Context: an optimization exercise on an open-source flow, tuned for small area, a short achievable clock period and few clock cycles. The choices shown serve that exercise and are no tape-out recipe.
Power figures rest on the tool's default switching activity, not on a simulated workload.

## P
// usbpd_msg_engine
module usbpd_msg_engine (
    input  wire         clk,
    input  wire         rst,           
    input  wire         cmd_valid,
    output wire         cmd_ready,
    input  wire [2:0]   cmd_op,
    input  wire [31:0]  cmd_arg,
    input  wire [223:0] cmd_obj,       
    output reg          rsp_valid,
    output reg          rsp_ok,
    output reg  [47:0]  rsp_data,
    output wire [223:0] rsp_obj,       
    output wire         tx_valid,
    input  wire         tx_ready,
    output reg  [7:0]   tx_data,
    input  wire         rx_valid,
    output wire         rx_ready,
    input  wire [7:0]   rx_data
);
    localparam [7:0] TOK_SYNC1   = 8'h12;
    localparam [7:0] TOK_SYNC2   = 8'h13;
    localparam [7:0] TOK_JAMCRC  = 8'hFF;
    localparam [7:0] TOK_EOP     = 8'h14;
    localparam [7:0] TOK_TXOFF   = 8'hFE;
    localparam [7:0] TOK_TXON    = 8'hA1;
    reg         idle;          
    reg         busy;          
    wire        ld = ~busy;    
    reg         bm;            
    reg         bc;            
    reg         is_cap;        
  ...
Size: roughly 1500 cells after synthesis, about 15000 um2 of cells after synthesis.
export LEC_CHECK = 0
export ABC_AREA = 1
export CAP_MARGIN = 20
export CORE_MARGIN = 2
export CORE_UTILIZATION = 50
export CTS_BUF_LIST = sky130_fd_sc_hd__clkbuf_16
export CTS_CLUSTER_DIAMETER = 60
export CTS_CLUSTER_SIZE = 16
export SLEW_MARGIN = 20
create_clock -name core_clock -period 12.0 [get_ports {clk}]
standard.sh (not shown) runs the stock make flow with config.mk's settings and CLKGATE_MAP_FILE= SYNTH_SCRIPT=/design/flow/synth_recipe.tcl, a recipe that flattens the netlist after the stock synthesis.
==> flow/flow/run.sh <==
#!/bin/bash
export BUFFER_PORTS_ARGS="-buffer_cell sky130_fd_sc_hd__buf_1"
export POST_GLOBAL_PLACE_TCL="$PWD/flow/size_inbufs.tcl"
export SETUP_SLACK_MARGIN=8.2
bash standard.sh > standard.log 2>&1
==> flow/flow/size_inbufs.tcl <==
# Hook run after global placement (POST_GLOBAL_PLACE_TCL): the port buffers
# that buffer_ports inserted are all sky130_fd_sc_hd__buf_1; give the input
# ports whose buffer drives many pins a stronger buffer.
set block [ord::get_db_block]
set n_up 0
foreach bterm [$block getBTerms] {
  if {[$bterm getIoType] != "INPUT"} { continue }
  set net [$bterm getNet]
  if {$net == "NULL"} { continue }
  foreach iterm [$net getITerms] {
    set inst [$iterm getInst]
    set master [[$inst getMaster] getName]
    if {![string match "sky130_fd_sc_hd__buf_1" $master]} { continue }
    foreach it [$inst getITerms] {
      if {![$it isOutputSignal]} { continue }
      set onet [$it getNet]
      if {$onet == "NULL"} { continue }
      set fo [expr {[llength [$onet getITerms]] - 1}]
      set cell ""
      if {$fo >= 4} {
        set cell sky130_fd_sc_hd__buf_4
      } elseif {$fo >= 2} {
        set cell sky130_fd_sc_hd__buf_2
      }
      if {$cell ne ""} {
        replace_cell [$inst getName] $cell
        incr n_up
        puts "size_inbufs: [$bterm getName] fanout $fo -> $cell"
      }
    }
  }
}
puts "size_inbufs: resized $n_up input port buffers"
P went all the way through the flow, and no timing, DRC or antenna check failed.
[inputs] Q vs P
# P
export LEC_CHECK = 0
export ABC_AREA = 1
export CAP_MARGIN = 20
export CORE_MARGIN = 2
export CORE_UTILIZATION = 50
export CTS_BUF_LIST = sky130_fd_sc_hd__clkbuf_16
export CTS_CLUSTER_DIAMETER = 60
export CTS_CLUSTER_SIZE = 16
export SLEW_MARGIN = 20
create_clock -name core_clock -period 12.0 [get_ports {clk}]
# Q
export LEC_CHECK = 0
export ABC_AREA = 1
export CAP_MARGIN = 20
export CORE_MARGIN = 2
export CORE_UTILIZATION = 50
export CTS_BUF_LIST = sky130_fd_sc_hd__clkbuf_8
export CTS_CLUSTER_DIAMETER = 60
export CTS_CLUSTER_SIZE = 16
export SLEW_MARGIN = 20
create_clock -name core_clock -period 12.0 [get_ports {clk}]
The first-pass GRT wire length on Q is in line with that on P. rsp_data[7] as the startpoint of the most critical setup path was reported by Q, and rsp_data[15] by P. From P to Q the numbers moved as follows: arrival time at the worst endpoint went up, fraction of area in multi-input gates went up. Delta(fraction of layout cells with a size suffix above 1, Q - P) > 0. For the final instance area, Q came in 300 um2 lower than P did. Area fraction of clock buffers and clock inverters: Q and P compared, lower one is Q. For the part of the power in the clock network, Q came in 6.2 points lower than P did. Q vs. P: worst setup skew after layout went up by 9.7 ps. Of Q and P, it is Q that has the higher source-to-sink clock delay at the later pin of the worst-skew pair. For the routing usage on met3, Q came in 0.39 points lower than P did. The higher combinational share of power came out of Q.
Input changes introduced in R (baseline for comparison: Q):
# Q
export LEC_CHECK = 0
export ABC_AREA = 1
export CAP_MARGIN = 20
export CORE_MARGIN = 2
export CORE_UTILIZATION = 50
export CTS_BUF_LIST = sky130_fd_sc_hd__clkbuf_8
export CTS_CLUSTER_DIAMETER = 60
export CTS_CLUSTER_SIZE = 16
export SLEW_MARGIN = 20
create_clock -name core_clock -period 12.0 [get_ports {clk}]
# R
export LEC_CHECK = 0
export ABC_AREA = 1
export CAP_MARGIN = 20
export CORE_MARGIN = 2
export CORE_UTILIZATION = 50
export CTS_BUF_LIST = sky130_fd_sc_hd__clkbuf_8 sky130_fd_sc_hd__clkbuf_16
export CTS_CLUSTER_DIAMETER = 60
export CTS_CLUSTER_SIZE = 16
export SLEW_MARGIN = 20
create_clock -name core_clock -period 12.0 [get_ports {clk}]
--- outcome ---
Per the comparison of R with Q, via total after detailed routing fell 46; utilization rose 1.0 points. Row register clock-pin slew on the reported worst setup and hold paths: R lower / Q higher. Compared with Q, R shows a growth of design area from synthesis to finish that is 2.0 points higher. Diff Q -> R: worst setup slack after layout now larger; ratio of cells with drive above 1 in the final layout now smaller. Filler-free cell count of the finished design: R vs Q, no meaningful difference.
Function was not checked in any run of this note: the RTL went through the layout flow alone.

-- what the ideal ports hide --
No port has a modelled driver above. Below, the same layouts with a new extraction and two added sets of constraints.
Step 1 sets driving cells, clkbuf_16 on the clock port and buf_2 on the other inputs (assumed; they add their load-dependent delay and slew).
Step 2 adds t to the input delays and takes it off the output delays; t is the mean of the earliest and latest rising clock arrival at the registers after step 1. Input paths then give back, and output paths get back, about the clock's delay inside the block.
Three values: no drivers, after step 1, after step 2; two values: the first two.
run	shift t [ns]	slack for setup (ns)	worst hold slack (ns)
P	0.621	8.243 / 8.188 / 7.694	0.465 / 0.465 / 0.465
Q	0.659	8.198 / 8.149 / 7.741	0.469 / 0.469 / 0.469
R	0.621	8.243 / 8.188 / 7.694	0.465 / 0.465 / 0.465
After both steps setup and hold are still met in every run listed.
